Context: an optimization exercise on an open-source flow, tuned for small area, a short achievable clock period and few clock cycles. The choices shown serve that exercise and are no tape-out recipe.
Where RTL was checked, it was by simulation tests only, not by an equivalence proof against the original.
No functional check of the RTL was part of runs 4 and 5.
Power figures rest on the tool's default switching activity, not on a simulated workload.

## config.mk

```make
export PLATFORM = sky130hd
export DESIGN_NAME = wzwave_fbs
export DESIGN_NICKNAME = wzwave_fbs
export VERILOG_FILES = /design/flow/design.v
export SDC_FILE = /design/flow/constraint.sdc
export NUM_CORES = 4
export LEC_CHECK = 0
export CAP_MARGIN = 20
export CORE_MARGIN = 2
export CORE_UTILIZATION = 40
export CTS_CLUSTER_DIAMETER = 60
export CTS_CLUSTER_SIZE = 24
export SLEW_MARGIN = 20
export SYNTH_HIERARCHICAL = 1
```

## constraint.sdc

```tcl
create_clock -name core_clock -period 10.0 [get_ports {clk}]
set_input_delay 2.0000 -clock core_clock [delete_from_list [all_inputs] [get_ports {clk}]]
set_output_delay 2.0000 -clock core_clock [all_outputs]
set_load 0.01 [all_outputs]
```

## design.v

```verilog
module wzwave_fbs (
    input  wire        clk,
    input  wire        rst,
    input  wire        in_valid,
    input  wire [7:0]  in_data,
    output wire        in_ready,
    output wire        out_valid,
    input  wire        out_ready,
    output wire        out_hdr,
    output wire        out_last,
    output wire [3:0]  out_type,
    output wire [71:0] out_data
);
    localparam integer KB = 1;                
    localparam [3:0] C_CTL  = 4'd0,  C_MIS  = 4'd1,  C_BAD  = 4'd2,  C_MAL  = 4'd3,
                     C_VER  = 4'd4,  C_MEM  = 4'd5,  C_SUC  = 4'd6,  C_INIT = 4'd7,
                     C_NPI  = 4'd8,  C_SEND = 4'd9,  C_RNI  = 4'd10, C_UPD  = 4'd11,
                     C_ROUT = 4'd12, C_CMD  = 4'd13, C_OPQ  = 4'd14, C_SCB  = 4'd15;
    localparam [3:0] A_NOP = 4'd0, A_LEN = 4'd1, A_HW  = 4'd2,
                     A_SHP = 4'd4, A_HDR = 4'd6, A_DAT = 4'd7,
                     A_MSK = 4'd8, A_XOR = 4'd9;
    function [1:0] off0(input [3:0] code);
        case (code)
            C_SUC, C_SEND, C_RNI, C_SCB, C_MEM, C_INIT, C_ROUT: off0 = 2'd3;
            default: off0 = 2'd0;
        endcase
    endfunction
    reg  [7:0]    T;
    reg  [2047:0] ring;
    wire          we;
    wire [7:0]    wd;
    reg  [7:0]    sel;
    always @(posedge clk) begin
        if (rst) T <= 8'd0;
        else     T <= T + 8'd1;
        ring <= {ring[2039:0], we ? wd : ring[2047:2040]};
    end
    wire [7:0] amask   = (8'd1 << KB) - 8'd1;
    wire [7:0] rdat    = ring[{sel & ~amask, 3'b000} +: 8];
    wire       aligned = ((sel & amask) == 8'd0);
    reg  [7:0] b, sk;
    reg        bv, skv;
    wire       take;
    reg        irdy;          
    assign in_ready = irdy;
    wire in_fire = in_valid & ~skv;
    always @(posedge clk) begin
        irdy <= rst || !((take || !bv) ? 1'b0 : (skv || in_fire));
        if (rst) begin
            bv  <= 1'b0;
            skv <= 1'b0;
        end else if (take || !bv) begin
            if (skv) begin
                b   <= sk;
                bv  <= 1'b1;
                skv <= 1'b0;
            end else begin
                b   <= in_data;
                bv  <= in_fire;
            end
        end else if (in_fire) begin
            sk  <= in_data;
            skv <= 1'b1;
        end
    end
    reg  [11:0] qm [0:11];
    reg  [3:0]  qwp, qrp, qrp1;
    reg  [4:0]  qn;
    wire        qpush, qpop;
    wire [11:0] qin;
    wire        qfull = (qn == 5'd12);
    wire        qne   = (qn != 5'd0);
    wire [3:0]  qh_code = qm[qrp][11:8];
    wire [7:0]  qh_s    = qm[qrp][7:0];
    reg  [7:0]  hs0, hs3;  
    wire [4:0] qn_p1 = qn + 5'd1;
    wire [4:0] qn_m1 = qn - 5'd1;
    wire [4:0] qn_nx;
    wzwave_fbs_sel3 #(.W(5)) u_qn (.s1(qpush && !qpop), .a(qn_p1), .s2(qpop && !qpush),
                                  .b(qn_m1), .c(qn), .y(qn_nx));
    always @(posedge clk) begin
        if (rst) begin
            qn   <= 5'd0;
            qwp  <= 4'd0;
            qrp  <= 4'd0;
            qrp1 <= 4'd1;
        end else begin
            qn <= qn_nx;
            if (qpush) qwp <= (qwp == 4'd11) ? 4'd0 : qwp + 4'd1;
            if (qpop) begin
                qrp  <= qrp1;
                qrp1 <= (qrp1 == 4'd11) ? 4'd0 : qrp1 + 4'd1;
            end
        end
        if (qpush) qm[qwp] <= qin;
    end
    localparam [1:0] R_HUNT = 2'd0, R_SOF = 2'd1, R_BODY = 2'd2;
    reg  [1:0] rx;
    reg  [7:0] acc, rs, wa;
    reg  [1:0] rph;
    reg        d0, d1;
    reg  [3:0] kcode;
    reg        kmal;
    reg        al;           
    reg        blk;          
    reg        livec;
    reg  [7:0] agec;         
    reg  [7:0] Hr;           
    reg        liver;
    wire is_mark = (b == 8'h06) || (b == 8'h15) || (b == 8'h18);
    wire is_sof  = (b == 8'h01);
    wire lt3     = (b < 8'd3);
    reg  [7:0] rrem;
    wire blast   = (rrem == 8'd0);
    wire room    = !livec || (b <= ~agec);
    reg  t_ok;
    always @(*) begin
        case (rx)
            R_HUNT:  t_ok = is_mark ? (!blk && !qfull) : 1'b1;
            R_SOF:   t_ok = !blk && !qfull && (lt3 || room);
            default: t_ok = al && !blk;
        endcase
    end
    assign take = bv && t_ok;
    assign we   = take && ((rx == R_HUNT && is_mark) || rx == R_SOF || rx == R_BODY);
    assign wd   = b;
    assign qpush = take && ((rx == R_HUNT && is_mark) || (rx == R_SOF && lt3) ||
                            (rx == R_BODY && blast));
    reg  [3:0] k_code;
    reg  [7:0] k_nmin;
    always @(*) begin
        k_code = C_OPQ;
        k_nmin = 8'd0;
        if (d1) begin
            case (b)
                8'h15: begin k_code = C_VER;  k_nmin = 8'd1;  end
                8'h20: begin k_code = C_MEM;  k_nmin = 8'd5;  end
                8'h56: begin k_code = C_SUC;  k_nmin = 8'd1;  end
                8'h02: begin k_code = C_INIT; k_nmin = 8'd32; end
                8'h41: begin k_code = C_NPI;  k_nmin = 8'd5;  end
                8'h13: begin k_code = C_SEND; k_nmin = 8'd1;  end
                8'h60: begin k_code = C_RNI;  k_nmin = 8'd1;  end
                8'h80: begin k_code = C_ROUT; k_nmin = 8'd29; end
                default: ;
            endcase
        end else if (d0) begin
            case (b)
                8'h13: begin k_code = C_SCB;  k_nmin = 8'd2;  end
                8'h49: begin k_code = C_UPD;  k_nmin = 8'd2;  end
                8'h04: begin k_code = C_CMD;  k_nmin = 8'd3;  end
                default: ;
            endcase
        end
    end
    wire       cks_bad = (acc != b);
    wire [3:0] body_code = cks_bad ? C_MIS : kmal ? C_MAL : kcode;
    reg  [3:0] f_code;
    always @(*) begin
        if (rx == R_HUNT)       f_code = C_CTL;
        else if (rx == R_SOF)   f_code = C_BAD;
        else                    f_code = body_code;
    end
    assign qin = {f_code, (rx == R_BODY) ? rs : T};
    always @(posedge clk) begin
        if (rst) begin
            rx <= R_HUNT;
        end else if (take) begin
            case (rx)
                R_HUNT: if (is_sof) rx <= R_SOF;
                R_SOF:  rx <= lt3 ? (is_sof ? R_SOF : R_HUNT) : R_BODY;
                default: if (blast) rx <= R_HUNT;
            endcase
        end
    end
    always @(posedge clk) begin
        if (take && rx == R_SOF) begin
            rph  <= 2'd0;
            rrem <= b - 8'd1;
            acc  <= ~b;
            rs   <= T;
        end
        if (take && rx == R_BODY) begin
            if (rph != 2'd2) rph <= rph + 2'd1;
            rrem <= rrem - 8'd1;
            acc  <= acc ^ b;
            if (rph == 2'd0) begin
                d0 <= (b == 8'h00);
                d1 <= (b == 8'h01);
            end
            if (rph == 2'd1) begin
                kcode <= k_code;
                kmal  <= rrem <= k_nmin;
            end
        end
    end
    reg        i_v;
    reg  [3:0] i_code;
    reg  [7:0] i_s;
    reg        i_ph;          
    reg        i_last;        
    reg        i_rd;          
    reg  [2:0] i_h;
    reg  [7:0] i_k, i_end;
    reg  [7:0] rq;
    reg        tq_v;
    reg  [3:0] tq_act;
    reg        tq_nf;         
    reg        tq_msk;
    reg  [3:0] tq_code;
    reg        tq_last;
    reg  [4:0] tq_j;
    reg  [7:0] e_L;
    reg  [7:0] cacc;
    reg  [7:0] pd;
    reg  [7:0] cm;
    reg        cmv, cm_le1, pendh, fin;
    reg         o_valid, o_hdr, o_last;
    reg  [3:0]  o_type;
    reg  [65:0] od;
    reg  [1:0]  dfl;          
    wire        ofree = !o_valid || out_ready;
    reg  [7:0] i_L;           
    reg  [3:0] s_act;
    reg  [4:0] s_j;
    always @(*) begin
        s_act  = A_NOP;
        s_j    = i_ph ? i_k[4:0] : {2'b00, i_h};
        if (!i_ph) begin
            case (i_code)
                C_CTL, C_BAD, C_SUC, C_SEND, C_RNI: s_act = A_HDR;
                C_SCB:  s_act = (i_h == 3'd0) ? A_HW : A_HDR;
                C_MEM:  s_act = (i_h == 3'd4) ? A_HDR : A_HW;
                C_INIT: s_act = (i_h == 3'd2) ? A_SHP : A_HW;
                C_ROUT: begin s_act = A_MSK; s_j = 5'd0; end
                C_UPD:  s_act = (i_h == 3'd0) ? A_LEN : (i_h == 3'd1) ? A_HW : A_HDR;
                C_CMD:  s_act = (i_h == 3'd0) ? A_LEN : (i_h == 3'd3) ? A_HDR : A_HW;
                C_OPQ:  s_act = (i_h == 3'd0) ? A_LEN : (i_h == 3'd1) ? A_HW : A_HDR;
                C_VER:  s_act = (i_h == 3'd0) ? A_LEN : (i_h == 3'd1) ? A_NOP : A_HDR;
                C_NPI:  s_act = (i_h == 3'd0) ? A_LEN : (i_h == 3'd5) ? A_HDR : A_HW;
                C_MIS:  s_act = A_LEN;
                C_MAL:  s_act = (i_h == 3'd0) ? A_LEN : (i_h == 3'd1) ? A_HW : A_HDR;
                default: s_act = A_NOP;
            endcase
        end else begin
            case (i_code)
                C_INIT, C_ROUT: s_act = A_MSK;
                C_MIS:          s_act = i_last ? A_HDR : A_XOR;
                default:        s_act = A_DAT;
            endcase
        end
    end
    reg        n_ph;
    reg  [2:0] n_h;
    reg  [7:0] n_k, n_end;
    reg        n_last, n_rd;
    reg  [7:0] s_dsel;
    always @(*) begin
        n_ph   = i_ph;
        n_h    = i_h + 3'd1;
        n_k    = i_k + 8'd1;
        n_end  = i_end;
        n_rd   = 1'b1;
        s_dsel = 8'd0;
        n_last = (i_code == C_MIS) ? (i_k + 8'd1 == i_L - 8'd1) : (i_k + 8'd1 == i_end);
        if (!i_ph) begin
            n_k    = 8'd0;
            n_last = 1'b0;
            case (i_code)
                C_SCB: n_last = 1'b1;
                C_MEM: n_last = (i_h == 3'd3);
                C_INIT: if (i_h == 3'd2) begin n_ph = 1'b1; n_end = 8'd28; end
                C_ROUT: begin n_ph = 1'b1; n_k = 8'd1; n_end = 8'd28; end
                C_UPD: begin
                    if (i_h == 3'd0) s_dsel = 8'hFE;                     
                    if (i_h == 3'd1) n_last = (i_L == 8'd5);
                    if (i_h == 3'd2) begin
                        n_ph = 1'b1; n_end = i_L - 8'd6; n_last = (i_L == 8'd6);
                    end
                end
                C_CMD: begin
                    if (i_h == 3'd0) s_dsel = 8'hFE;
                    if (i_h == 3'd2) n_last = (i_L == 8'd6);
                    if (i_h == 3'd3) begin
                        n_ph = 1'b1; n_end = i_L - 8'd7; n_last = (i_L == 8'd7);
                    end
                end
                C_OPQ: begin
                    if (i_h == 3'd1) n_last = (i_L == 8'd3);
                    if (i_h == 3'd2) begin
                        n_ph = 1'b1; n_end = i_L - 8'd4; n_last = (i_L == 8'd4);
                    end
                end
                C_VER: begin
                    if (i_h == 3'd0) begin s_dsel = 8'd1; n_rd = 1'b0; end  
                    if (i_h == 3'd1) begin                               
                        s_dsel = 8'd2 - i_L;
                        n_last = (i_L == 8'd4);
                    end
                    if (i_h == 3'd2) begin                               
                        n_ph = 1'b1; n_end = i_L - 8'd5; n_last = (i_L == 8'd5);
                        s_dsel = i_L - 8'd3;
                    end
                end
                C_NPI: begin
                    if (i_h == 3'd0) s_dsel = 8'hFE;                     
                    if (i_h == 3'd2) s_dsel = 8'd8 - i_L;                
                    n_last = (i_h == 3'd4);
                end
                C_MIS: n_ph = 1'b1;
                C_MAL: n_last = (i_h == 3'd1);
                default: ;
            endcase
        end
    end
    wire [7:0] m      = cmv ? cm : rq;
    wire       m_nz   = (m != 8'd0);
    wire       rq_le1 = ((rq & (rq - 8'd1)) == 8'd0);
    wire       m_le1  = cmv ? cm_le1 : rq_le1;
    reg  [2:0] m_i;
    always @(*) begin
        casez (m)
            8'b???????1: m_i = 3'd0;
            8'b??????10: m_i = 3'd1;
            8'b?????100: m_i = 3'd2;
            8'b????1000: m_i = 3'd3;
            8'b???10000: m_i = 3'd4;
            8'b??100000: m_i = 3'd5;
            8'b?1000000: m_i = 3'd6;
            default:     m_i = 3'd7;
        endcase
    end
    wire [7:0] m_rest  = m & (m - 8'd1);
    wire       mr_le1  = ((m_rest & (m_rest - 8'd1)) == 8'd0);
    wire       rfirst  = (tq_code == C_ROUT) && (tq_j == 5'd0) && !cmv;
    wire c_go = fin ? !tq_v : (!tq_v || tq_nf || !tq_msk || m_le1);
    wire c_st = fin ? !tq_v : (!tq_v || tq_nf);
    wire c_done = ofree ? c_go : c_st;
    reg        t2_v;
    reg  [7:0] rq2;
    reg  [3:0] t2_act, t2_code;
    reg        t2_nf, t2_msk, t2_last;
    reg  [4:0] t2_j;
    wire froom = !(tq_v && t2_v);
    wire ifire = i_v && (i_rd ? (froom && aligned) : 1'b1);
    wire push  = ifire && i_rd;
    wire inext = !i_v || (ifire && i_last);                
    assign qpop = inext && qne;
    wire hmove = !tq_v || c_done;                           
    wire [3:0] s_nfx = {(s_act == A_NOP) || (s_act == A_LEN) || (s_act == A_XOR) ||
                        1'b0, (s_act == A_MSK), 2'b00};
    function first_last(input [3:0] code);
        case (code)
            C_CTL, C_BAD, C_SUC, C_SEND, C_RNI: first_last = 1'b1;
            default: first_last = 1'b0;
        endcase
    endfunction
    wire [7:0] sel_f = sel + s_dsel;
    wire [7:0] sel_h = sel + 8'd1;
    wire [7:0] sel_n = (off0(qh_code) == 2'd3) ? hs3 : hs0;
    wire [7:0] sel_nx;
    wzwave_fbs_sel3 #(.W(8)) u_sel (.s1(inext), .a(sel_n), .s2(ifire), .b(sel_f),
                                   .c(sel_h), .y(sel_nx));
    always @(posedge clk) begin
        sel <= sel_nx;
        if (ifire && s_act == A_LEN) i_L <= rdat;
        if (rst) begin
            tq_v <= 1'b0;
            t2_v <= 1'b0;
        end else if (hmove) begin
            if (t2_v) begin
                rq      <= rq2;
                tq_v    <= 1'b1;
                tq_act  <= t2_act;
                tq_nf   <= t2_nf;
                tq_msk  <= t2_msk;
                tq_code <= t2_code;
                tq_last <= t2_last;
                tq_j    <= t2_j;
            end else begin
                rq      <= rdat;
                tq_v    <= push;
                tq_act  <= s_act;
                tq_nf   <= s_nfx[3];
                tq_msk  <= s_nfx[2];
                tq_code <= i_code;
                tq_last <= i_last;
                tq_j    <= s_j;
            end
            t2_v <= t2_v && push;
        end else if (push) begin
            t2_v <= 1'b1;
        end
        if ((hmove && t2_v) || (!hmove && push)) begin
            rq2     <= rdat;
            t2_act  <= s_act;
            t2_nf   <= s_nfx[3];
            t2_msk  <= s_nfx[2];
            t2_code <= i_code;
            t2_last <= i_last;
            t2_j    <= s_j;
        end
        if (rst)
            i_v <= 1'b0;
        else if (inext)
            i_v <= qne;
        begin
            if (inext) begin
                i_code <= qh_code;
                i_s    <= qh_s;
                i_ph   <= 1'b0;
                i_h    <= 3'd0;
                i_k    <= 8'd0;
                i_last <= first_last(qh_code);
                i_rd   <= 1'b1;
            end else if (ifire) begin
                i_ph   <= n_ph;
                i_h    <= n_h;
                i_k    <= n_k;
                i_end  <= n_end;
                i_last <= n_last;
                i_rd   <= n_rd;
            end
        end
    end
    wire [7:0] qin_s   = (rx == R_BODY) ? rs : T;
    wire [7:0] qn1_s   = qm[qrp1][7:0];
    wire       hs_a = qpop && (qn >= 5'd2);
    wire       hs_b = (qpop && (qn == 5'd1)) || !qne;
    wire [7:0] hs0_nx, hs3_nx;
    wzwave_fbs_sel3 #(.W(8)) u_hs0 (.s1(hs_a), .a(T + 8'd1 - qn1_s), .s2(hs_b),
                                   .b(T + 8'd1 - qin_s), .c(hs0 + 8'd1), .y(hs0_nx));
    wzwave_fbs_sel3 #(.W(8)) u_hs3 (.s1(hs_a), .a(T - 8'd2 - qn1_s), .s2(hs_b),
                                   .b(T - 8'd2 - qin_s), .c(hs3 + 8'd1), .y(hs3_nx));
    always @(posedge clk) begin
        hs0 <= hs0_nx;
        hs3 <= hs3_nx;
    end
    function [7:0] nmin_of(input [7:0] dir, input other, input [7:0] fc);
        begin
            nmin_of = 8'd0;
            if (other) nmin_of = 8'd0;
            else if (dir == 8'h01) begin
                case (fc)
                    8'h15, 8'h56, 8'h13, 8'h60: nmin_of = 8'd1;
                    8'h20, 8'h41: nmin_of = 8'd5;
                    8'h02: nmin_of = 8'd32;
                    8'h80: nmin_of = 8'd29;
                    default: ;
                endcase
            end else if (dir == 8'h00) begin
                case (fc)
                    8'h13, 8'h49: nmin_of = 8'd2;
                    8'h04: nmin_of = 8'd3;
                    default: ;
                endcase
            end
        end
    endfunction
    wire [2:0] th   = tq_j[2:0];
    wire [1:0] tier = rq[5:4];
    reg  [65:0] hw;
    always @(*) begin
        hw = od;
        case (tq_code)
            C_MIS:  hw = {42'd0, cacc, rq, e_L};
            C_SUC:  hw = {57'd0, (rq != 8'd0), rq};
            C_SEND: hw = {41'd0, 1'b1, 16'd0, rq};
            C_RNI:  hw = {57'd0, (rq == 8'h01), rq};
            C_SCB: begin
                if (th == 3'd0) begin hw = 66'd0; hw[25] = 1'b1; hw[15:8] = rq; end
                else hw[23:16] = rq;
            end
            C_MEM: begin
                case (th)
                    3'd0: begin hw = 66'd0; hw[31:24] = rq; end
                    3'd1: hw[23:16] = rq;
                    3'd2: hw[15:8] = rq;
                    3'd3: hw[7:0] = rq;
                    default: hw[39:32] = rq;
                endcase
            end
            C_INIT: begin
                case (th)
                    3'd0: hw = {58'd0, rq};
                    3'd1: hw[15:8] = rq;
                    default: hw[23:16] = rq;
                endcase
            end
            C_UPD, C_OPQ: begin
                if (th == 3'd1) hw = {58'd0, rq};
                else hw[15:8] = rq;
            end
            C_CMD: begin
                case (th)
                    3'd1: hw = {58'd0, rq};
                    3'd2: hw[15:8] = rq;
                    default: hw[23:16] = rq;
                endcase
            end
            C_NPI: begin
                case (th)
                    3'd1: begin
                        hw = {58'd0, rq};
                        hw[16]    = rq[7];
                        hw[18:17] = tier;
                        hw[21:19] = rq[2:0];
                        hw[25]    = !tier[1];
                        hw[41:26] = (tier == 2'd0) ? 16'd9600 : (tier == 2'd1) ? 16'd40000 : 16'd0;
                    end
                    3'd2: begin hw[15:8] = rq; hw[22] = rq[3]; hw[23] = rq[4]; hw[24] = rq[0]; end
                    3'd3: hw[49:42] = rq;
                    3'd4: hw[57:50] = rq;
                    default: hw[65:58] = rq;
                endcase
            end
            C_MAL: begin
                if (th == 3'd1) hw = {58'd0, rq};
                else hw[31:8] = {nmin_of({6'd0, dfl[1]}, !dfl[0] && !dfl[1], rq), e_L - 8'd3, rq};
            end
            default: hw = {58'd0, rq};
        endcase
    end
    wire [3:0] tq_type = (tq_code == C_SCB) ? C_SEND : tq_code;
    always @(posedge clk) begin
        if (rst) begin
            fin     <= 1'b0;
            cmv     <= 1'b0;
            pendh   <= 1'b0;
        end else begin
            if (fin) begin
                if (ofree) begin
                    o_last  <= 1'b1;
                    o_hdr   <= pendh;
                    if (!pendh) od <= {58'd0, pd + 8'd1};
                    pendh   <= 1'b0;
                    fin     <= 1'b0;
                end
            end else if (tq_v) begin
                case (tq_act)
                    A_LEN: begin e_L <= rq; cacc <= ~rq; end
                    A_XOR: cacc <= cacc ^ rq;
                    A_HW: if (ofree) begin
                        od <= hw;
                        if (tq_code == C_MAL) dfl <= {(rq == 8'h01), (rq == 8'h00)};
                    end
                    A_SHP: if (ofree) begin
                        od     <= hw;
                        pendh  <= 1'b1;
                        o_type <= tq_type;
                    end
                    A_HDR: if (ofree) begin
                            o_hdr   <= 1'b1;
                        o_last  <= tq_last;
                        o_type  <= tq_type;
                        od      <= hw;
                    end
                    A_DAT: if (ofree) begin
                            o_hdr   <= 1'b0;
                        o_last  <= tq_last;
                        o_type  <= tq_type;
                        od      <= {58'd0, rq};
                    end
                    A_MSK: if (ofree) begin
                        o_type <= tq_type;
                        if (rfirst) begin
                            od    <= 66'd0;
                            pendh <= 1'b1;
                        end
                        if (m_nz) begin
                                    o_last  <= 1'b0;
                            o_hdr   <= pendh || rfirst;
                            if (!(pendh || rfirst)) od <= {58'd0, pd + 8'd1};
                            pendh   <= 1'b0;
                            pd      <= {tq_j, m_i};
                            if (m_le1) begin
                                cmv <= 1'b0;
                                fin <= tq_last;
                            end else begin
                                cm     <= m_rest;
                                cm_le1 <= mr_le1;
                                cmv    <= 1'b1;
                            end
                        end else begin
                            fin <= tq_last;
                        end
                    end
                    default: ;
                endcase
            end
        end
    end
    wire emit = ofree && (fin || (tq_v && ((tq_act == A_HDR) || (tq_act == A_DAT) ||
                                           ((tq_act == A_MSK) && m_nz))));
    wire ov_n = emit || (o_valid && !out_ready);
    reg  onv;                 
    always @(posedge clk) begin
        o_valid <= !rst && ov_n;
        onv     <= rst || !ov_n;
    end
    assign out_valid = ~onv;
    assign out_hdr   = o_hdr;
    assign out_last  = o_last;
    assign out_type  = o_type;
    assign out_data  = {6'd0, od};
    wire       live = i_v || qne || (rx == R_BODY);
    wire [7:0] H    = i_v ? i_s : qne ? qh_s : rs;
    wire [7:0] T1   = T + 8'd1;
    wire       livep = liver || we;
    always @(posedge clk) begin
        if (rst) begin
            blk   <= 1'b0;
            livec <= 1'b0;
            liver <= 1'b0;
            al    <= 1'b0;
        end else begin
            liver <= live;
            Hr    <= live ? H : T;
            if (we) begin
                wa    <= T1;
                al    <= 1'b1;
                blk   <= liver && (T1 == Hr);
                agec  <= liver ? (T1 - Hr) : 8'd1;
                livec <= 1'b1;
            end else begin
                al    <= (T1 == wa);
                blk   <= liver && (((T1 - Hr) < (wa - Hr)) || (wa == Hr));
                agec  <= T1 - Hr;
                livec <= liver;
            end
        end
    end
endmodule
module wzwave_fbs_sel3 #(parameter integer W = 8) (
    input  wire         s1,
    input  wire [W-1:0] a,
    input  wire         s2,
    input  wire [W-1:0] b,
    input  wire [W-1:0] c,
    output wire [W-1:0] y
);
    assign y = s1 ? a : s2 ? b : c;
endmodule
```

## flow/run.sh

```bash
#!/bin/bash
# The standard layout (the standard.sh: ORFS synthesis through finish) with a
# tighter timing-repair target: repair_timing aims at a setup slack of
# SETUP_SLACK_MARGIN ns at the design's clock period, may resize cells across
# footprints, and the port buffers start out as buf_4 cells.
set -euo pipefail
bash standard.sh SETUP_SLACK_MARGIN=6.8 MATCH_CELL_FOOTPRINT=0 \
    "BUFFER_PORTS_ARGS=-buffer_cell sky130_fd_sc_hd__buf_4" finish > standard.log 2>&1
```

## standard.sh

```bash
#!/bin/bash
# synth_recipe.tcl (not shown) runs the flow's synth.tcl, then flattens the netlist and writes it again
# the make line also repeats each setting of config.mk as NAME=value (left out here)
make -C /OpenROAD-flow-scripts/flow DESIGN_CONFIG=/design/flow/config.mk WORK_HOME=/design/flow/orfs CLKGATE_MAP_FILE= SYNTH_SCRIPT=/design/flow/synth_recipe.tcl "${@:-finish}"
```

==> results.sh, run 1 <==
export IMPL_max_slew_margin_pct=36.1
export IMPL_p_switching_uw=6860
export IMPL_fin_skew_ps=37.5
export IMPL_io_pins=92
export IMPL_seq_power_share_pct=48.3
export IMPL_gp_congestion=0.886
export IMPL_r2r_setup_slack_ps=6860
export IMPL_outcome="no timing/DRC/antenna violations"
export IMPL_crit_cells=1
export IMPL_grt_antenna_before_repair=5
export IMPL_start_kind="flip-flop"
export IMPL_fin_tns_setup_ps=0
export IMPL_yosysWarnings=7
export IMPL_reg2reg_depth=6
export IMPL_drv_slew=0
export IMPL_holdBufCountCts=0
export IMPL_tightest_slew_ps=957
export IMPL_rsz0062_at_grt="true"
export IMPL_fin_crit_sh_pct=34.6
export IMPL_place_hpwl_um=99600
export IMPL_drc=0
export IMPL_htree_levels=4
export IMPL_ys_seq_area_share_pct=70.7
export IMPL_intPower_uw=15800
export IMPL_cts_tree="built"
export IMPL_largest_reg_flops=2048
export IMPL_p_comb_share_pct=22.6
export IMPL_first_iter_violations=3124
export IMPL_portBuffers=85
export IMPL_final_cell_mix="dfxtp_1 (2,115), edfxtp_1 (398), mux4_2 (314)"
export IMPL_seq_area_um2=54800
export IMPL_r2r_start="sel[3]$_DFF_P_"
export IMPL_worstReg2RegEnd="rq[0]$_DFFE_PP_"
export IMPL_grt_use_total_pct=16.2
export IMPL_finalPower_uw=22700
export IMPL_worst_path_dominant_cell_family="flip-flops"
export IMPL_crit_arrival_ps=1460
export IMPL_slowest_delay_ps=480
export IMPL_via_per_inst=5.04
export IMPL_cp_max_fo=2
export IMPL_layout_commonest_cell="dfxtp_1"
export IMPL_grt_first_pass_wirelength_um=250000
export IMPL_die_w_um=444
export IMPL_top_register="ring"
export IMPL_insertion_delay_ps=820
export IMPL_avgSynthCellArea_um2=14.6
export IMPL_fill_cells=16700
export IMPL_synth_edf_count=398
export IMPL_ys_types=97
export IMPL_worst_setup_path_type="flip-flop to output pin"
export IMPL_finalCriticalPeriod_ps=3460
export IMPL_path_clk_slew_ps=90
export IMPL_crit_chain="buf_6"
export IMPL_wl_per_cell_um=20.0
export IMPL_coreArea_um2=192000
export IMPL_max_clock_freq_mhz=289
export IMPL_antenna_left=0
export IMPL_path_buf_inv=1
export IMPL_worstHoldPathType="flip-flop to flip-flop"
export IMPL_crit_required_ps=8000
export IMPL_drt_wl_total_um=162000
export IMPL_multi_input_area_um2=21900
export IMPL_netlist_instances=5296
export IMPL_endpoint_kind="output pin"
export IMPL_clock_path_buffers=3
export IMPL_rows=161
export IMPL_p_clk_share_pct=29.1
export IMPL_hold_viol=0
export IMPL_largestRegisters="ring: 2048 flops, qm: 144 flops, od: 66 flops"
export IMPL_max_cap_violations=0
export IMPL_grt_pass1_vias=41700
export IMPL_initial_core_util_pct=40.2
export IMPL_drt_pass1_iterations=6
export IMPL_grt_ovfl_total=0
export IMPL_die_area_um2=197000
export IMPL_numCtsBuffers=146
export IMPL_setup_viol=0
export IMPL_synth_area_um2=77400
export IMPL_synth_flop_cell="dfxtp_1"
export IMPL_die_h_um=444
export IMPL_p_leak_uw=0.0328
export IMPL_cpMaxStageDelayCell="edfxtp_1"
export IMPL_power_density_nw_per_um2=257
export IMPL_drive_gt1_share_pct=19.6
export IMPL_p_sw_share_pct=30.2
export IMPL_vias=41000
export IMPL_startpoint="od[3]$_DFFE_PP_"
export IMPL_clock_sinks=2535
export IMPL_root_buffer="clkbuf_16"
export IMPL_crit_end="out_data[3]"
export IMPL_irDropWorstVdd_v=0.000187
export IMPL_ys_seq_elements=2535
export IMPL_area_growth_syn_to_layout_pct=14.2
export IMPL_synthArstFlopShare_pct=0
export IMPL_grt_max_degree=84
export IMPL_nets=5652
-- power by group through the flow --
stage               Combinational [uW]  Sequential (uW)  Clock (uW)
floorplan                         3410            11000           0
CTS                               5000            11000        6770
finish                            5140            11000        6590
global route                      5550            11000        7120
detailed placement                4530            11300           0
global placement                  4500            11300           0
-- worst min-delay path by stage --
stage	slack, ps	endpoint	cells past startpoint	from
after floorplan	310	ring[1008]$_DFF_P_	0	ring[1000]$_DFF_P_
after global placement	310	ring[755]$_DFF_P_	0	ring[747]$_DFF_P_
after detailed placement	310	ring[1568]$_DFF_P_	0	ring[1560]$_DFF_P_
after CTS	310	ring[32]$_DFF_P_	0	ring[24]$_DFF_P_
after global routing	320	ring[32]$_DFF_P_	0	ring[24]$_DFF_P_
final	310	ring[32]$_DFF_P_	0	ring[24]$_DFF_P_
-- what timing repair did --
item                                    in CTS  in global routing
cloned                                       8                  3
endpoints found under the setup margin     400                387
gates resized for setup                    190                104
buffers inserted                           116                 63
pin swaps                                   10                 23
-- synth_stat cells (92+ instances only) --
| cell | number | share of area (%) |
|---|---|---|
| a21oi_1 | 177 | 1.1 |
| a22oi_1 | 92 | 0.89 |
| clkbuf_1 | 152 | 0.74 |
| dfxtp_1 | 2137 | 55 |
| edfxtp_1 | 398 | 15 |
| ha_1 | 113 | 1.8 |
| inv_1 | 101 | 0.49 |
| mux2i_1 | 139 | 1.8 |
| mux4_2 | 314 | 9.1 |
| nand2_1 | 260 | 1.3 |
| nor2_1 | 240 | 1.2 |
| o21ai_0 | 122 | 0.79 |
| xnor2_1 | 102 | 1.2 |
-- stage by stage --
step	util [%]	worst slack [ps]	hold WS, ps	instance area [um2]	instances
2_1_floorplan	-	6690	310	77500	5301
6_report	45.9	6540	312	88400	8130
3_5_place_dp	41.9	5900	312	80600	7708
5_1_grt	45.9	6490	321	88400	8130
4_1_cts	45.4	6470	309	87400	8063
3_3_place_gp	41.9	6000	310	80600	7708
-- cell families after synthesis --
family                   synth area share, %
adder cells (fa/ha/maj)                 2.06
other                                0.00485
flip-flops                              70.7
XOR/XNOR                                1.92
AO/OA/AOI/OAI                           6.36
AND/OR/NAND/NOR                         5.21
buffers and inverters                   2.06
multiplexers                            11.7
-- routing by layer --
layer	wire [um]	vias to the layer above	GRT usage, %
met5	0	-	0
met1	77600	20400	23.3
li1	-	19400	-
met3	7330	207	2.48
met4	3430	0	4.37
met2	74000	1017	25.5
-- final cells by class --
cell class	instances	share of cell area, %
diodes	1	0.00283
clock inverters	67	1.20
clock buffers	164	4.37
repair buffers	327	3.63
inverters	106	0.462
well taps	2526	3.58
multi-input cells	2404	24.8
flip-flops and latches	2535	62.0
Testbench counts, summed over its fixed seeds: cycles 31,867.
==> run 2, diff against run 1 <==
--- a/config.mk
+++ b/config.mk
@@ -14 +14,2 @@
 export SYNTH_HIERARCHICAL = 1
+export TNS_END_PERCENT = 5
==> run 2 against run 1 <==
Still clean on timing, DRC and antenna; sequential power about the same; sequential share of layout area grew 0.77 points; global-route usage down 0.058 points; critical path type unchanged; clock power is essentially flat.
==> results.sh, run 2 <==
export IMPL_synth_area_um2=77400
export IMPL_path_clk_slew_ps=90
export IMPL_final_cell_mix="dfxtp_1 (2,116), edfxtp_1 (398), mux4_2 (314)"
export IMPL_dp_slack_ps=5310
export IMPL_grt_max_degree=84
export IMPL_largestRegisters="ring: 2048 flops, qm: 144 flops, od: 66 flops"
export IMPL_synthTopCellsByCount="dfxtp_1 (2,137), edfxtp_1 (398), mux4_2 (314)"
export IMPL_cts_tree="built"
export IMPL_synthAdderAreaFrac_pct=2.06
export IMPL_grt_pass1_vias=41100
export IMPL_rows=161
export IMPL_crit_chain="buf_6"
export IMPL_rsz0062_at_grt="true"
export IMPL_postLayoutCoreUtil_pct=45.4
export IMPL_synthSimpleGateAreaFrac_pct=5.21
export IMPL_crit_required_ps=8000
export IMPL_irDropWorstVdd_v=0.000174
export IMPL_max_clock_freq_mhz=287
export IMPL_synthArstFlopShare_pct=0
export IMPL_max_slew_margin_pct=33.0
export IMPL_drt_pass1_iterations=7
export IMPL_multi_input_area_um2=21800
export IMPL_path_buf_inv=1
export IMPL_cp_max_fo=2
export IMPL_start_kind="flip-flop"
export IMPL_grt_ovfl_total=0
export IMPL_area_growth_syn_to_layout_pct=12.8
export IMPL_top_register="ring"
export IMPL_htree_levels=4
export IMPL_slowest_delay_ps=490
export IMPL_ys_types=97
export IMPL_hold_viol=0
export IMPL_io_pins=92
export IMPL_wl_per_cell_um=20.1
export IMPL_avgSynthCellArea_um2=14.6
export IMPL_crit_cells=1
export IMPL_finalCriticalPeriod_ps=3490
export IMPL_worst_setup_path_type="flip-flop to output pin"
export IMPL_vias=40800
export IMPL_cpMaxStageDelayCell="edfxtp_1"
export IMPL_fin_tns_setup_ps=0
export IMPL_die_w_um=444
export IMPL_die_h_um=444
export IMPL_nets=5554
export IMPL_initial_core_util_pct=40.2
export IMPL_clock_sinks=2535
export IMPL_outcome="no timing/DRC/antenna violations"
export IMPL_crit_arrival_ps=1490
export IMPL_tightest_slew_ps=1000
export IMPL_fin_crit_sh_pct=34.9
export IMPL_synth_top_area_share_pct=55.3
export IMPL_grt_first_pass_wirelength_um=249000
export IMPL_dpl_cell_area_um2=80600
export IMPL_ys_seq_area_share_pct=70.7
export IMPL_portBuffers=85
export IMPL_via_per_inst=5.07
export IMPL_place_hpwl_um=99800
export IMPL_drive_gt1_share_pct=17.8
export IMPL_grt_antenna_before_repair=2
export IMPL_synth_top_family_by_area="multiplexers"
export IMPL_power_density_nw_per_um2=258
export IMPL_netlist_instances=5296
export IMPL_yosysTopAreaCell="dfxtp_1"
export IMPL_hold_path_depth=0
export IMPL_drv_slew=0
export IMPL_synth_compound_area_share_pct=6.36
export IMPL_fill_cells=16800
export IMPL_worst_slack_ps=6510
export IMPL_endpoint_kind="output pin"
export IMPL_clock_path_buffers=3
export IMPL_first_iter_violations=2864
export IMPL_yosysWarnings=7
export IMPL_drc=0
export IMPL_worstHoldPathType="flip-flop to flip-flop"
export IMPL_synth_mux_area_share_pct=11.7
export IMPL_synth_xor_area_share_pct=1.92
export IMPL_fin_skew_ps=59.7
export IMPL_yosysMostFrequentCell="dfxtp_1"
export IMPL_coreArea_um2=192000
export IMPL_synth_flop_cell="dfxtp_1"
export IMPL_worst_path_dominant_cell_family="flip-flops"
export IMPL_ys_seq_elements=2535
export IMPL_r2r_setup_slack_ps=6710
export IMPL_holdBufCountCts=0
export IMPL_die_area_um2=197000
export IMPL_layout_commonest_cell="dfxtp_1"
export IMPL_p_leak_uw=0.0322
export IMPL_synth_edf_count=398
export IMPL_drt_wl_total_um=161000
export IMPL_insertion_delay_ps=840
export IMPL_root_buffer="clkbuf_16"
export IMPL_grt_use_total_pct=16.2
export IMPL_seq_area_um2=54800
export IMPL_largest_reg_flops=2048
export IMPL_max_cap_violations=0
export IMPL_numCtsBuffers=151
export IMPL_final_area_um2=87300
export IMPL_setup_viol=0
export IMPL_antenna_left=0
export IMPL_reg2reg_depth=7
export IMPL_gp_congestion=0.860
export IMPL_synth_area_leaders="dfxtp_1 (55%), edfxtp_1 (15%), mux4_2 (9.1%)"
run 2: what timing repair did:
item / 4_1_cts / 5_1_grt
endpoints found under the setup margin: 460 / 508
pin swaps: 6 / 16
buffers inserted: 23 / 54
gates resized for setup: 102 / 120
cloned: 5 / 2
run 2: final cells by class:
cell class              count  share of cell area, %
diodes                      1                0.00287
inverters                 106                  0.480
repair inverters            1                0.00573
multi-input cells        2401                   25.0
repair buffers            226                   2.52
clock inverters            63                  0.998
clock buffers             178                   4.64
well taps                2526                   3.62
flip-flops and latches   2535                   62.8
run 2: cells by family (layout without fill, tap and decap cells):
kind of cell | after synthesis | in the layout
AOI/OAI and AO/OA | 750 | 750
xor gates and xnor gates | 170 | 170
adders and majority gates | 124 | 124
buffers and inverters | 365 | 574
DFF | 2535 | 2535
muxes | 502 | 502
other | 1 | 7
and+or+nand+nor | 849 | 849
run 2: power by group:
group / total (uW) / leakage (uW) / switching, uW / internal [uW]
combinational: 5020 / 0.00884 / 3030 / 2000
sequential: 11000 / 0.0209 / 296 / 10700
clock: 6560 / 0.00238 / 3500 / 3060
run 2: path summary, 6_finish.rpt:
| path | from | endpoint |
|---|---|---|
| worst max-delay path | od[3]$_DFFE_PP_ | out_data[3] |
| worst min register to register | ring[1067]$_DFF_P_ | ring[1075]$_DFF_P_ |
| worst max register to register | rq[5]$_DFFE_PP_ | tq_last$_DFFE_PP_ |
| worst min-delay path | ring[1067]$_DFF_P_ | ring[1075]$_DFF_P_ |
run 2: stage by stage:
step	instances	hold WS (ps)	total power, uW
final	8037	293	22600
after global routing	8037	300	23500
after CTS	7980	300	22600
after detailed placement	7711	312	15800
after global placement	7711	310	15800
after floorplan	5301	310	14400
run 2: per-layer routing:
layer  share of wire (%)  GRT usage, %  vias up
met5                   0             0        -
met4                 2.0          4.31        0
met3                 4.5          2.30      216
met2                  45          25.3      938
met1                  48          23.5    20400
li1                    -             -    19200
==> run 3, diff against run 2 <==
--- a/config.mk
+++ b/config.mk
@@ -14,2 +14,2 @@
 export SYNTH_HIERARCHICAL = 1
-export TNS_END_PERCENT = 5
+export TNS_END_PERCENT = 20
==> run 3 against run 2 <==
Still clean on timing, DRC and antenna; non-clock buffer count is 6 higher; clock power is 1% lower; synthesized area did not move; register-to-register slack better by 70 ps; first-iteration DRC count grew 16%; hold slack improved by 9.3 ps; critical path type unchanged; critical endpoint unchanged; largest power group unchanged.
==> results.sh, run 3 <==
export IMPL_synth_area_um2=77400
export IMPL_first_iter_violations=3336
export IMPL_synthTopCellsByCount="dfxtp_1 (2,137), edfxtp_1 (398), mux4_2 (314)"
export IMPL_die_w_um=444
export IMPL_clock_sinks=2535
export IMPL_ys_seq_elements=2535
export IMPL_numCtsBuffers=147
export IMPL_coreArea_um2=192000
export IMPL_finalCriticalPeriod_ps=3470
export IMPL_grt_antenna_before_repair=5
export IMPL_p_leak_uw=0.0321
export IMPL_synth_top_area_share_pct=55.3
export IMPL_rsz0062_at_grt="true"
export IMPL_cts_tree="built"
export IMPL_nets=5557
export IMPL_drv_slew=0
export IMPL_fin_skew_ps=45.1
export IMPL_outcome="no timing/DRC/antenna violations"
export IMPL_max_clock_freq_mhz=288
export IMPL_endpoint_kind="output pin"
export IMPL_synth_flop_cell="dfxtp_1"
export IMPL_ys_seq_area_share_pct=70.7
export IMPL_ys_types=97
export IMPL_hold_viol=0
export IMPL_synth_area_leaders="dfxtp_1 (55%), edfxtp_1 (15%), mux4_2 (9.1%)"
export IMPL_tightest_slew_ps=1100
export IMPL_grt_ovfl_total=0
export IMPL_grt_first_pass_wirelength_um=250000
export IMPL_insertion_delay_ps=820
export IMPL_dpl_cell_area_um2=80700
export IMPL_htree_levels=4
export IMPL_grt_pass1_vias=41200
export IMPL_crit_required_ps=8000
export IMPL_fin_crit_sh_pct=34.7
export IMPL_start_kind="flip-flop"
export IMPL_synthArstFlopShare_pct=0
export IMPL_crit_arrival_ps=1470
export IMPL_slowest_delay_ps=480
export IMPL_initial_core_util_pct=40.2
export IMPL_io_pins=92
export IMPL_yosysMostFrequentCell="dfxtp_1"
export IMPL_cp_max_fo=2
export IMPL_drt_pass1_iterations=6
export IMPL_top_register="ring"
export IMPL_clock_path_buffers=3
export IMPL_area_growth_syn_to_layout_pct=12.5
export IMPL_gp_congestion=0.862
export IMPL_layout_commonest_cell="dfxtp_1"
export IMPL_largestRegisters="ring: 2048 flops, qm: 144 flops, od: 66 flops"
export IMPL_drt_wl_total_um=162000
export IMPL_worst_setup_path_type="flip-flop to output pin"
export IMPL_irDropWorstVdd_v=0.000192
export IMPL_final_area_um2=87100
export IMPL_postLayoutCoreUtil_pct=45.3
export IMPL_via_per_inst=5.09
export IMPL_die_h_um=444
export IMPL_drive_gt1_share_pct=17.8
export IMPL_power_density_nw_per_um2=257
export IMPL_wl_per_cell_um=20.2
export IMPL_grt_max_degree=91
export IMPL_setup_viol=0
export IMPL_portBuffers=85
export IMPL_max_slew_margin_pct=26.6
export IMPL_worst_path_dominant_cell_family="flip-flops"
export IMPL_yosysTopAreaCell="dfxtp_1"
export IMPL_die_area_um2=197000
export IMPL_path_clk_slew_ps=80
export IMPL_antenna_left=0
export IMPL_cpMaxStageDelayCell="edfxtp_1"
export IMPL_largest_reg_flops=2048
export IMPL_final_cell_mix="dfxtp_1 (2,117), edfxtp_1 (398), mux4_2 (314)"
export IMPL_vias=40900
export IMPL_crit_chain="buf_6"
export IMPL_avgSynthCellArea_um2=14.6
export IMPL_root_buffer="clkbuf_16"
export IMPL_fin_tns_setup_ps=0
export IMPL_yosysWarnings=7
export IMPL_path_buf_inv=1
export IMPL_netlist_instances=5296
export IMPL_grt_use_total_pct=16.3
export IMPL_place_hpwl_um=101000
export IMPL_drc=0
export IMPL_max_cap_violations=0
export IMPL_worstHoldPathType="flip-flop to flip-flop"
export IMPL_rows=161
export IMPL_synth_edf_count=398
==> run 3: kinds of logic after synthesis <==
| kind of cell | synth area share, % |
|---|---|
| buf+inv | 2.06 |
| fa+ha+maj | 2.06 |
| flops | 70.7 |
| xor+xnor | 1.92 |
| mux | 11.7 |
| compound gates | 6.36 |
| other cells | 0.00485 |
| simple gates | 5.21 |
==> run 3: final timing paths <==
path | startpoint | endpoint | slack, ps | cells after the start
worst max register to register | T[0]$_SDFF_PP0_ | blk$_SDFF_PP0_ | 6780 | 14
worst min register to register | ring[1068]$_DFF_P_ | ring[1076]$_DFF_P_ | 300 | 0
worst min-delay path | ring[1068]$_DFF_P_ | ring[1076]$_DFF_P_ | 300 | 0
worst max-delay path | od[3]$_DFFE_PP_ | out_data[3] | 6530 | 1
==> run 3: layer usage <==
layer | up-vias | track usage, % | routed length (um) | part of all wire, %
li1 | 19200 | - | - | -
met1 | 20500 | 23.5 | 77900 | 48
met2 | 1007 | 25.5 | 73300 | 45
met3 | 230 | 2.45 | 7320 | 4.5
met4 | 0 | 4.31 | 3550 | 2.2
met5 | - | 0 | 0 | 0
==> run 3: power breakdown <==
part | internal [uW] | switching (uW)
logic | 1960 | 3040
registers | 10700 | 266
clock network | 3030 | 3450
==> run 3: through the flow <==
stage          setup slack (ps)  power [uW]  hold slack (ps)  instances
5_1_grt                    6480       23400              293       8038
4_1_cts                    6460       22500              301       8001
2_1_floorplan              6690       14400              310       5301
6_report                   6530       22400              302       8038
3_3_place_gp               5310       15800              310       7715
3_5_place_dp               5260       15800              312       7715
==> run 3: final cells by class <==
cell class	count	area (um2)
Clock inverter	61	848
Multi-Input combinational cell	2403	21800
Timing Repair Buffer	232	2150
Clock buffer	173	3900
Inverter	106	423
Antenna cell	2	5.00
Sequential cell	2535	54800
Fill cell	16800	105000
Tap cell	2526	3160
==> run 3: repair_timing <==
action,4_1_cts,5_1_grt
resized for setup,121,101
pin swaps,10,25
setup buffers,48,33
hold buffers,0,0
endpoints found under the setup margin,450,506
cloned,4,2
hold endpoints to repair,0,0
==> run 4, diff against run 3 <==
--- a/design.v
+++ b/design.v
@@ -74,3 +74,2 @@
     wire [7:0]  qh_s    = qm[qrp][7:0];
-    reg  [7:0]  hs0, hs3;  
     wire [4:0] qn_p1 = qn + 5'd1;
@@ -358,3 +357,3 @@
     wire [7:0] sel_h = sel + 8'd1;
-    wire [7:0] sel_n = (off0(qh_code) == 2'd3) ? hs3 : hs0;
+    wire [7:0] sel_n = T - qh_s - {6'd0, off0(qh_code)};
     wire [7:0] sel_nx;
@@ -425,14 +424,2 @@
     wire [7:0] qin_s   = (rx == R_BODY) ? rs : T;
-    wire [7:0] qn1_s   = qm[qrp1][7:0];
-    wire       hs_a = qpop && (qn >= 5'd2);
-    wire       hs_b = (qpop && (qn == 5'd1)) || !qne;
-    wire [7:0] hs0_nx, hs3_nx;
-    wzwave_fbs_sel3 #(.W(8)) u_hs0 (.s1(hs_a), .a(T + 8'd1 - qn1_s), .s2(hs_b),
-                                   .b(T + 8'd1 - qin_s), .c(hs0 + 8'd1), .y(hs0_nx));
-    wzwave_fbs_sel3 #(.W(8)) u_hs3 (.s1(hs_a), .a(T - 8'd2 - qn1_s), .s2(hs_b),
-                                   .b(T - 8'd2 - qin_s), .c(hs3 + 8'd1), .y(hs3_nx));
-    always @(posedge clk) begin
-        hs0 <= hs0_nx;
-        hs3 <= hs3_nx;
-    end
     function [7:0] nmin_of(input [7:0] dir, input other, input [7:0] fc);
--- a/flow/run.sh
+++ b/flow/run.sh
@@ -6,3 +6,3 @@
 set -euo pipefail
-bash standard.sh SETUP_SLACK_MARGIN=6.8 MATCH_CELL_FOOTPRINT=0 \
+bash standard.sh SETUP_SLACK_MARGIN=6.6 MATCH_CELL_FOOTPRINT=0 \
     "BUFFER_PORTS_ARGS=-buffer_cell sky130_fd_sc_hd__buf_4" finish > standard.log 2>&1
--- a/config.mk
+++ b/config.mk
@@ -14,2 +14 @@
 export SYNTH_HIERARCHICAL = 1
-export TNS_END_PERCENT = 20
==> run 4 against run 3 <==
Synthesized area is 2.8% lower; worst setup slack worse by 460 ps; critical path type is now flip-flop to flip-flop; flip-flop and latch count is 20 lower; cell area is 1.8% lower; combinational power is 7.6% higher; die area is 2.8% lower; fmax is 12% lower; wire length is 3.1% lower; via count is 3.0% lower; sequential power hardly changed.
==> results.sh, run 4 <==
export IMPL_grt_use_met3_pct=2.71
export IMPL_tightest_slew_ps=1110
export IMPL_placedCellCount=7578
export IMPL_drive_gt1_share_pct=17.1
export IMPL_intPower_uw=15800
export IMPL_slowest_delay_ps=610
export IMPL_p_sw_share_pct=30.4
export IMPL_coreArea_um2=187000
export IMPL_yosysWarnings=7
export IMPL_grt_busiest_layer="met2"
export IMPL_cts_tree="built"
export IMPL_max_clock_freq_mhz=255
export IMPL_cp_max_fo=6
export IMPL_synth_area_leaders="dfxtp_1 (56%), edfxtp_1 (16%), mux4_2 (7.3%)"
export IMPL_crit_required_ps=10730
export IMPL_top_register="ring"
export IMPL_finalCriticalPeriod_ps=3930
export IMPL_grt_use_total_pct=16.1
export IMPL_wl_per_cell_um=19.7
export IMPL_gp_congestion=0.878
export IMPL_clock_sinks=2515
export IMPL_crit_chain="buf_12 -> mux4_2 -> mux2i_2 -> o21ai_2 -> xor2_2 -> o21ai_2 -> a31oi_4 -> fa_1 -> inv_2 -> ha_4 -> nor2_4 -> fa_2 -> nor2b_1 -> o21ai_1 -> nand2b_1 -> a21o_1 -> a21oi_2 -> xnor2_1 -> nand2_1 -> o21ai_1"
export IMPL_die_w_um=438
export IMPL_drt_wl_total_um=157000
export IMPL_p_leak_uw=0.0319
export IMPL_numCtsBuffers=148
export IMPL_final_cell_mix="dfxtp_1 (2,108), edfxtp_1 (398), nand2_1 (258)"
export IMPL_start_kind="flip-flop"
export IMPL_synthArstFlopShare_pct=0
export IMPL_netlist_instances=5184
export IMPL_ys_seq_elements=2515
export IMPL_synthSimpleGateAreaFrac_pct=5.68
export IMPL_grt_antenna_before_repair=0
export IMPL_seq_power_share_pct=47.6
export IMPL_synth_edf_count=398
export IMPL_drc=0
export IMPL_ys_seq_area_share_pct=72.2
export IMPL_synth_mux_area_share_pct=10.6
export IMPL_path_clk_slew_ps=80
export IMPL_hold_start="ring[1291]$_DFF_P_"
export IMPL_rows=159
export IMPL_die_h_um=438
export IMPL_vias=39700
export IMPL_finalPower_uw=22700
export IMPL_io_pins=92
export IMPL_synth_xor_area_share_pct=1.55
export IMPL_area_growth_syn_to_layout_pct=13.7
export IMPL_grt_max_degree=76
export IMPL_grt_pass1_vias=39700
export IMPL_nets=5487
export IMPL_yosysTopAreaCell="dfxtp_1"
export IMPL_synth_area_um2=75200
export IMPL_insertion_delay_ps=810
export IMPL_hold_viol=0
export IMPL_grt_first_pass_wirelength_um=240000
export IMPL_root_buffer="clkbuf_16"
export IMPL_synthAdderAreaFrac_pct=1.73
export IMPL_clock_path_buffers=3
export IMPL_cpMaxStageDelayCell="fa_1"
export IMPL_synthTopCellsByCount="dfxtp_1 (2,117), edfxtp_1 (398), nand2_1 (259)"
export IMPL_synth_compound_area_share_pct=6.13
export IMPL_hold_ws_ps=304
export IMPL_place_hpwl_um=96500
export IMPL_max_slew_margin_pct=25.0
export IMPL_largestRegisters="ring: 2048 flops, qm: 144 flops, od: 66 flops"
export IMPL_die_area_um2=192000
export IMPL_fin_tns_setup_ps=0
export IMPL_first_iter_violations=3134
export IMPL_dpl_cell_area_um2=78500
export IMPL_path_buf_inv=2
export IMPL_synth_top_area_share_pct=56.3
export IMPL_r2r_setup_slack_ps=6070
export IMPL_worstHoldPathType="flip-flop to flip-flop"
export IMPL_layout_commonest_cell="dfxtp_1"
export IMPL_avgSynthCellArea_um2=14.5
export IMPL_synth_top_family_by_area="multiplexers"
export IMPL_drt_pass1_iterations=8
export IMPL_final_area_um2=85500
export IMPL_irDropWorstVdd_v=0.000188
export IMPL_fin_cells=7965
export IMPL_outcome="no timing/DRC/antenna violations"
export IMPL_portBuffers=85
export IMPL_crit_arrival_ps=4650
export IMPL_endpoint_kind="flip-flop"
export IMPL_setup_viol=0
export IMPL_p_switching_uw=6910
export IMPL_p_clk_share_pct=28.6
export IMPL_worst_path_dominant_cell_family="adder cells"
export IMPL_power_density_nw_per_um2=265
export IMPL_initial_core_util_pct=40.1
export IMPL_use_met1_pct=22.5
export IMPL_use_met2_pct=26.0
export IMPL_antenna_left=0
export IMPL_worst_setup_path_type="flip-flop to flip-flop"
export IMPL_grt_ovfl_total=0
export IMPL_p_comb_share_pct=23.7
export IMPL_fin_crit_sh_pct=39.3
export IMPL_max_cap_violations=0
export IMPL_via_per_inst=4.98
export IMPL_synth_flop_cell="dfxtp_1"
export IMPL_fin_skew_ps=36.6
export IMPL_drv_slew=0
export IMPL_htree_levels=4
export IMPL_ys_types=88
export IMPL_yosysMostFrequentCell="dfxtp_1"
export IMPL_rsz0062_at_grt="true"
export IMPL_largest_reg_flops=2048
-- run 4: changes by cell type after synthesis, moves of 22 or more --
cell     previous run  this run
a21o_1             37        15
buf_2              37        60
mux2i_1           139       203
mux4_2            314       243
o21ai_1            41        18
xor2_1             68        44
-- run 4: metal layers --
metal	vias to the layer above	wire length [um]
met5	-	0
met4	0	3010
met3	229	6720
met2	844	73400
met1	19800	73900
li1	18800	-
-- run 4: area by class of cell --
| cell class | instances | area [um2] |
|---|---|---|
| Inverter | 102 | 389 |
| Clock inverter | 70 | 892 |
| Timing Repair Buffer | 288 | 2930 |
| Sequential cell | 2515 | 54400 |
| Tap cell | 2495 | 3120 |
| Antenna cell | 1 | 2.50 |
| Multi-Input combinational cell | 2322 | 19900 |
| Clock buffer | 172 | 3970 |
| Fill cell | 16400 | 102000 |
-- run 4: path summary, 6_finish.rpt --
kind,to,cells past startpoint
max reg2reg,sel[6]$_DFF_P_,20
min,ring[1299]$_DFF_P_,0
max,sel[6]$_DFF_P_,20
min reg2reg,ring[1299]$_DFF_P_,0
-- run 4: worst reg2reg max path: stages, from the launching register on --
cell and delay [ps]:
dfxtp_4 390, buf_12 130, mux4_2 510, mux2i_2 210
o21ai_2 130, xor2_2 220, o21ai_2 220, a31oi_4 70
fa_1 610, inv_2 60, ha_4 160, nor2_4 100
fa_2 210, nor2b_1 50, o21ai_1 120, nand2b_1 90
a21o_1 190, a21oi_2 130, xnor2_1 120, nand2_1 70
o21ai_1 90
-- run 4: cell families after synthesis --
group,count (synthesis)
buf+inv,353
flops,2515
mux,488
simple gates,884
other cells,1
xor+xnor,133
fa+ha+maj,102
compound gates,708
-- run 4: metrics by stage --
stage,setup WS [ps],util (%)
CTS,6080,45.3
floorplan,6280,-
finish,6070,45.6
global placement,5290,41.9
global route,5860,45.6
detailed placement,5290,41.9
-- run 4: repair_timing --
action                                  CTS  global route
hold endpoints to repair                  0             0
buffers inserted                         83            45
endpoints found under the setup margin  324           150
cloned                                   12             4
hold buffers                              0             0
gates resized for setup                 149            48
pin swaps                                13            16
-- run 4: power groups by stage --
stage | clock (uW) | combinational [uW] | sequential [uW]
floorplan | 0 | 3410 | 10900
global route | 7050 | 5800 | 10800
CTS | 6670 | 5200 | 10800
finish | 6490 | 5380 | 10800
global placement | 0 | 4600 | 11100
detailed placement | 0 | 4630 | 11100
==> run 5, diff against run 4 <==
--- a/design.v
+++ b/design.v
@@ -74,2 +74,3 @@
     wire [7:0]  qh_s    = qm[qrp][7:0];
+    reg  [7:0]  hs0, hs3;  
     wire [4:0] qn_p1 = qn + 5'd1;
@@ -104,4 +105,2 @@
     reg        blk;          
-    reg        livec;
-    reg  [7:0] agec;         
     reg  [7:0] Hr;           
@@ -113,3 +112,2 @@
     wire blast   = (rrem == 8'd0);
-    wire room    = !livec || (b <= ~agec);
     reg  t_ok;
@@ -118,3 +116,3 @@
             R_HUNT:  t_ok = is_mark ? (!blk && !qfull) : 1'b1;
-            R_SOF:   t_ok = !blk && !qfull && (lt3 || room);
+            R_SOF:   t_ok = !blk && !qfull;
             default: t_ok = al && !blk;
@@ -347,4 +345,4 @@
     wire hmove = !tq_v || c_done;                           
-    wire [3:0] s_nfx = {(s_act == A_NOP) || (s_act == A_LEN) || (s_act == A_XOR) ||
-                        1'b0, (s_act == A_MSK), 2'b00};
+    wire [1:0] s_nfx = {(s_act == A_NOP) || (s_act == A_LEN) || (s_act == A_XOR),
+                        (s_act == A_MSK)};
     function first_last(input [3:0] code);
@@ -357,3 +355,3 @@
     wire [7:0] sel_h = sel + 8'd1;
-    wire [7:0] sel_n = T - qh_s - {6'd0, off0(qh_code)};
+    wire [7:0] sel_n = (off0(qh_code) == 2'd3) ? hs3 : hs0;
     wire [7:0] sel_nx;
@@ -381,4 +379,4 @@
                 tq_act  <= s_act;
-                tq_nf   <= s_nfx[3];
-                tq_msk  <= s_nfx[2];
+                tq_nf   <= s_nfx[1];
+                tq_msk  <= s_nfx[0];
                 tq_code <= i_code;
@@ -394,4 +392,4 @@
             t2_act  <= s_act;
-            t2_nf   <= s_nfx[3];
-            t2_msk  <= s_nfx[2];
+            t2_nf   <= s_nfx[1];
+            t2_msk  <= s_nfx[0];
             t2_code <= i_code;
@@ -424,2 +422,14 @@
     wire [7:0] qin_s   = (rx == R_BODY) ? rs : T;
+    wire [7:0] qn1_s   = qm[qrp1][7:0];
+    wire       hs_a = qpop && (qn >= 5'd2);
+    wire       hs_b = (qpop && (qn == 5'd1)) || !qne;
+    wire [7:0] hs0_nx, hs3_nx;
+    wzwave_fbs_sel3 #(.W(8)) u_hs0 (.s1(hs_a), .a(T + 8'd1 - qn1_s), .s2(hs_b),
+                                   .b(T + 8'd1 - qin_s), .c(hs0 + 8'd1), .y(hs0_nx));
+    wzwave_fbs_sel3 #(.W(8)) u_hs3 (.s1(hs_a), .a(T - 8'd2 - qn1_s), .s2(hs_b),
+                                   .b(T - 8'd2 - qin_s), .c(hs3 + 8'd1), .y(hs3_nx));
+    always @(posedge clk) begin
+        hs0 <= hs0_nx;
+        hs3 <= hs3_nx;
+    end
     function [7:0] nmin_of(input [7:0] dir, input other, input [7:0] fc);
@@ -504,3 +514,3 @@
                 if (th == 3'd1) hw = {58'd0, rq};
-                else hw[31:8] = {nmin_of({6'd0, dfl[1]}, !dfl[0] && !dfl[1], rq), e_L - 8'd3, rq};
+                else hw[31:8] = {nmin_of({7'd0, dfl[1]}, !dfl[0] && !dfl[1], rq), e_L - 8'd3, rq};
             end
@@ -594,3 +604,2 @@
     wire [7:0] T1   = T + 8'd1;
-    wire       livep = liver || we;
     always @(posedge clk) begin
@@ -598,3 +607,2 @@
             blk   <= 1'b0;
-            livec <= 1'b0;
             liver <= 1'b0;
@@ -608,4 +616,2 @@
                 blk   <= liver && (T1 == Hr);
-                agec  <= liver ? (T1 - Hr) : 8'd1;
-                livec <= 1'b1;
             end else begin
@@ -613,4 +619,2 @@
                 blk   <= liver && (((T1 - Hr) < (wa - Hr)) || (wa == Hr));
-                agec  <= T1 - Hr;
-                livec <= liver;
             end
--- a/flow/run.sh
+++ b/flow/run.sh
@@ -6,3 +6,3 @@
 set -euo pipefail
-bash standard.sh SETUP_SLACK_MARGIN=6.6 MATCH_CELL_FOOTPRINT=0 \
+bash standard.sh SETUP_SLACK_MARGIN=6.8 MATCH_CELL_FOOTPRINT=0 \
     "BUFFER_PORTS_ARGS=-buffer_cell sky130_fd_sc_hd__buf_4" finish > standard.log 2>&1
==> run 5 against run 4 <==
Still clean on timing, DRC and antenna; critical path depth fell by 19; non-clock buffer count is 56 higher; fmax grew 13%; combinational power grew 11%; clock power rose by 2%; largest cell class unchanged; largest power group unchanged.
==> results.sh, run 5 <==
export IMPL_dpl_cell_area_um2=80400
export IMPL_worstReg2RegEnd="rq[2]$_DFFE_PP_"
export IMPL_ys_types=87
export IMPL_numCtsBuffers=150
export IMPL_grt_antenna_before_repair=3
export IMPL_placedCellCount=7847
export IMPL_top_register="ring"
export IMPL_crit_required_ps=8000
export IMPL_worst_slack_ps=6520
export IMPL_synthAdderAreaFrac_pct=1.89
export IMPL_place_hpwl_um=97600
export IMPL_cp_max_fo=3
export IMPL_grt_first_pass_wirelength_um=250000
export IMPL_avgSynthCellArea_um2=14.2
export IMPL_portBuffers=85
export IMPL_rows=161
export IMPL_drc=0
export IMPL_vias=41600
export IMPL_worst_setup_path_type="flip-flop to output pin"
export IMPL_drv_slew=0
export IMPL_root_buffer="clkbuf_16"
export IMPL_setup_viol=0
export IMPL_r2r_start="sel[4]$_DFF_P_"
export IMPL_via_per_inst=5.02
export IMPL_hold_start="ring[188]$_DFF_P_"
export IMPL_synth_mux_area_share_pct=11.1
export IMPL_initial_core_util_pct=40.2
export IMPL_yosysWarnings=7
export IMPL_p_clk_share_pct=28.2
export IMPL_seq_power_share_pct=46.4
export IMPL_fin_tns_setup_ps=0
export IMPL_synthTopCellsByCount="dfxtp_1 (2,136), edfxtp_1 (390), nand2_1 (277)"
export IMPL_die_w_um=443
export IMPL_worst_path_dominant_cell_family="flip-flops"
export IMPL_max_cap_violations=0
export IMPL_hold_path_depth=0
export IMPL_path_clk_slew_ps=90
export IMPL_wl_per_cell_um=19.8
export IMPL_p_sw_share_pct=30.8
export IMPL_ys_seq_elements=2526
export IMPL_p_leak_uw=0.0331
export IMPL_routed_wl_met2_um=74700
export IMPL_crit_chain="buf_6"
export IMPL_largest_reg_flops=2048
export IMPL_die_h_um=443
export IMPL_irDropWorstVdd_v=0.000197
export IMPL_intPower_uw=16300
export IMPL_grt_max_degree=81
export IMPL_synth_area_um2=77300
export IMPL_final_cell_mix="dfxtp_1 (2,119), edfxtp_1 (390), nand2_1 (271)"
export IMPL_yosysTopAreaCell="dfxtp_1"
export IMPL_grt_pass1_vias=41400
export IMPL_netlist_instances=5441
export IMPL_p_switching_uw=7250
export IMPL_gp_congestion=0.846
export IMPL_largestRegisters="ring: 2048 flops, qm: 144 flops, od: 66 flops"
export IMPL_final_area_um2=88300
export IMPL_ys_seq_area_share_pct=70.5
export IMPL_cts_tree="built"
export IMPL_r2r_setup_slack_ps=6800
export IMPL_synth_compound_area_share_pct=6.91
export IMPL_holdBufCountCts=0
export IMPL_yosysMostFrequentCell="dfxtp_1"
export IMPL_synth_edf_count=390
export IMPL_finalCriticalPeriod_ps=3480
export IMPL_drt_wl_total_um=164000
export IMPL_synth_area_leaders="dfxtp_1 (55%), edfxtp_1 (15%), mux4_2 (6.4%)"
export IMPL_htree_levels=4
export IMPL_dp_slack_ps=5460
export IMPL_endpoint_kind="output pin"
export IMPL_outcome="no timing/DRC/antenna violations"
export IMPL_synth_xor_area_share_pct=1.97
export IMPL_wl_met3_um=7130
export IMPL_p_comb_share_pct=25.4
export IMPL_clock_path_buffers=3
export IMPL_synthArstFlopShare_pct=0
export IMPL_hold_viol=0
export IMPL_drt_pass1_iterations=9
export IMPL_drive_gt1_share_pct=18.3
export IMPL_antenna_left=0
export IMPL_rsz0062_at_grt="true"
export IMPL_fin_skew_ps=31.6
export IMPL_area_growth_syn_to_layout_pct=14.3
export IMPL_nets=5793
export IMPL_power_density_nw_per_um2=267
export IMPL_slowest_delay_ps=520
export IMPL_fin_crit_sh_pct=34.8
export IMPL_coreArea_um2=192000
export IMPL_io_pins=92
export IMPL_path_buf_inv=1
export IMPL_die_area_um2=197000
export IMPL_worstHoldPathType="flip-flop to flip-flop"
export IMPL_tightest_slew_ps=964
export IMPL_layout_commonest_cell="dfxtp_1"
export IMPL_synth_flop_cell="dfxtp_1"
export IMPL_synth_top_family_by_area="multiplexers"
export IMPL_synthSimpleGateAreaFrac_pct=5.35
export IMPL_routed_top_layer="met4"
export IMPL_first_iter_violations=3471
export IMPL_clock_sinks=2526
export IMPL_cpMaxStageDelayCell="edfxtp_1"
export IMPL_grt_use_total_pct=16.3
export IMPL_wl_met1_um=78500
export IMPL_synth_top_area_share_pct=55.3
export IMPL_reg2reg_depth=8
export IMPL_insertion_delay_ps=800
export IMPL_holdPathEnd="ring[196]$_DFF_P_"
export IMPL_max_clock_freq_mhz=288
export IMPL_grt_ovfl_total=0
export IMPL_crit_arrival_ps=1480
export IMPL_crit_cells=1
export IMPL_start_kind="flip-flop"
export IMPL_fin_cells=8285
export IMPL_max_slew_margin_pct=35.5
==> run 5: cell types whose count changed in the layout (fill, tap and decap cells not counted), moves of 20 or more <==
| cell | delta |
|---|---|
| a21o_1 | +20 |
| o21ai_0 | +26 |
| mux2_2 | +30 |
| buf_4 | +31 |
| mux4_2 | -23 |
| a22oi_1 | +39 |
| mux2i_1 | +58 |
| buf_6 | +21 |
| xor2_1 | +24 |
==> run 5: per-layer routing <==
metal	up-vias	track usage (%)
li1	19800	-
met1	20500	23.3
met2	1026	25.8
met3	265	2.20
met4	0	4.55
met5	-	0
==> run 5: power groups by stage <==
stage / logic [uW] / registers, uW / clock network, uW
after global placement: 5190 / 11200 / 0
after floorplan: 3850 / 11000 / 0
after global routing: 6470 / 10900 / 7200
final: 5990 / 10900 / 6650
after CTS: 5810 / 10900 / 6820
after detailed placement: 5250 / 11200 / 0
==> run 5: worst max-delay path by stage <==
stage                    startpoint                   end  slack, ps
floorplan                 out_ready  od[42]$_SDFFCE_PP0P_       6300
global placement     sel[1]$_DFF_P_       rq[0]$_DFFE_PP_       5460
detailed placement   sel[1]$_DFF_P_       rq[4]$_DFFE_PP_       5460
CTS                 od[6]$_DFFE_PP_           out_data[6]       6460
global route        od[1]$_DFFE_PP_           out_data[1]       6460
finish              od[6]$_DFFE_PP_           out_data[6]       6520
==> run 5: stage by stage <==
stage               util, %  total power, uW  hold WS (ps)
floorplan                 -            14800           310
global placement       41.9            16400           310
detailed placement     41.9            16500           312
CTS                    45.4            23600           316
global route           46.0            24600           314
finish                 46.0            23600           314
==> run 5: area by class of cell <==
cell class | instances | area [um2]
multi-input cells | 2546 | 21900
clock inverters | 66 | 896
flip-flops and latches | 2526 | 54500
diodes | 2 | 5.00
repair buffers | 344 | 3460
inverters | 101 | 387
well taps | 2526 | 3160
fillers | 16900 | 104000
clock buffers | 174 | 4040
==> run 5: cells by family (layout without fill, tap and decap cells) <==
logic type,Yosys count,in the layout
fa+ha+maj,113,113
xor+xnor,174,174
simple gates,866,867
compound gates,824,825
other cells,1,8
buf+inv,376,685
flops,2526,2526
mux,561,561
==> run 5: repair_timing <==
item,4_1_cts,5_1_grt
gates cloned,12,3
buffers inserted,95,86
pin swaps,9,16
resized for setup,191,88
setup endpoints to repair,371,383
==> run 5: worst reg2reg max path: cells and delay by family (launching register included) <==
| kind | cells | cell delay, ps |
|---|---|---|
| and+or+nand+nor | 2 | 600 |
| buffers and inverters | 2 | 690 |
| muxes | 1 | 230 |
| DFF | 1 | 600 |
| AOI/OAI and AO/OA | 3 | 940 |

## what the ideal ports hide
No port has a modelled driver above. Below, the same layouts with a new extraction and two added sets of constraints. Step 1, drivers: a clkbuf_16 drives clk and a buf_2 each remaining input, both assumed. Step 2, shift: input delay + t, output delay - t, t = (earliest + latest rising clock arrival at the registers) / 2. This alone moves slack from input paths to output paths. Slacks: ideal / step 1 / step 2; pairs: ideal / step 1.
run | shift t [ns] | slack for setup (ns)
run 1 | 0.886 | 6.543 / 6.462 / 6.147
run 2 | 0.889 | 6.511 / 6.432 / 5.949
run 3 | 0.881 | 6.533 / 6.449 / 5.980
run 4 | 0.871 | 6.074 / 6.074 / 5.864
run 5 | 0.863 | 6.524 / 6.447 / 6.005
After both steps every run listed still meets setup and hold.
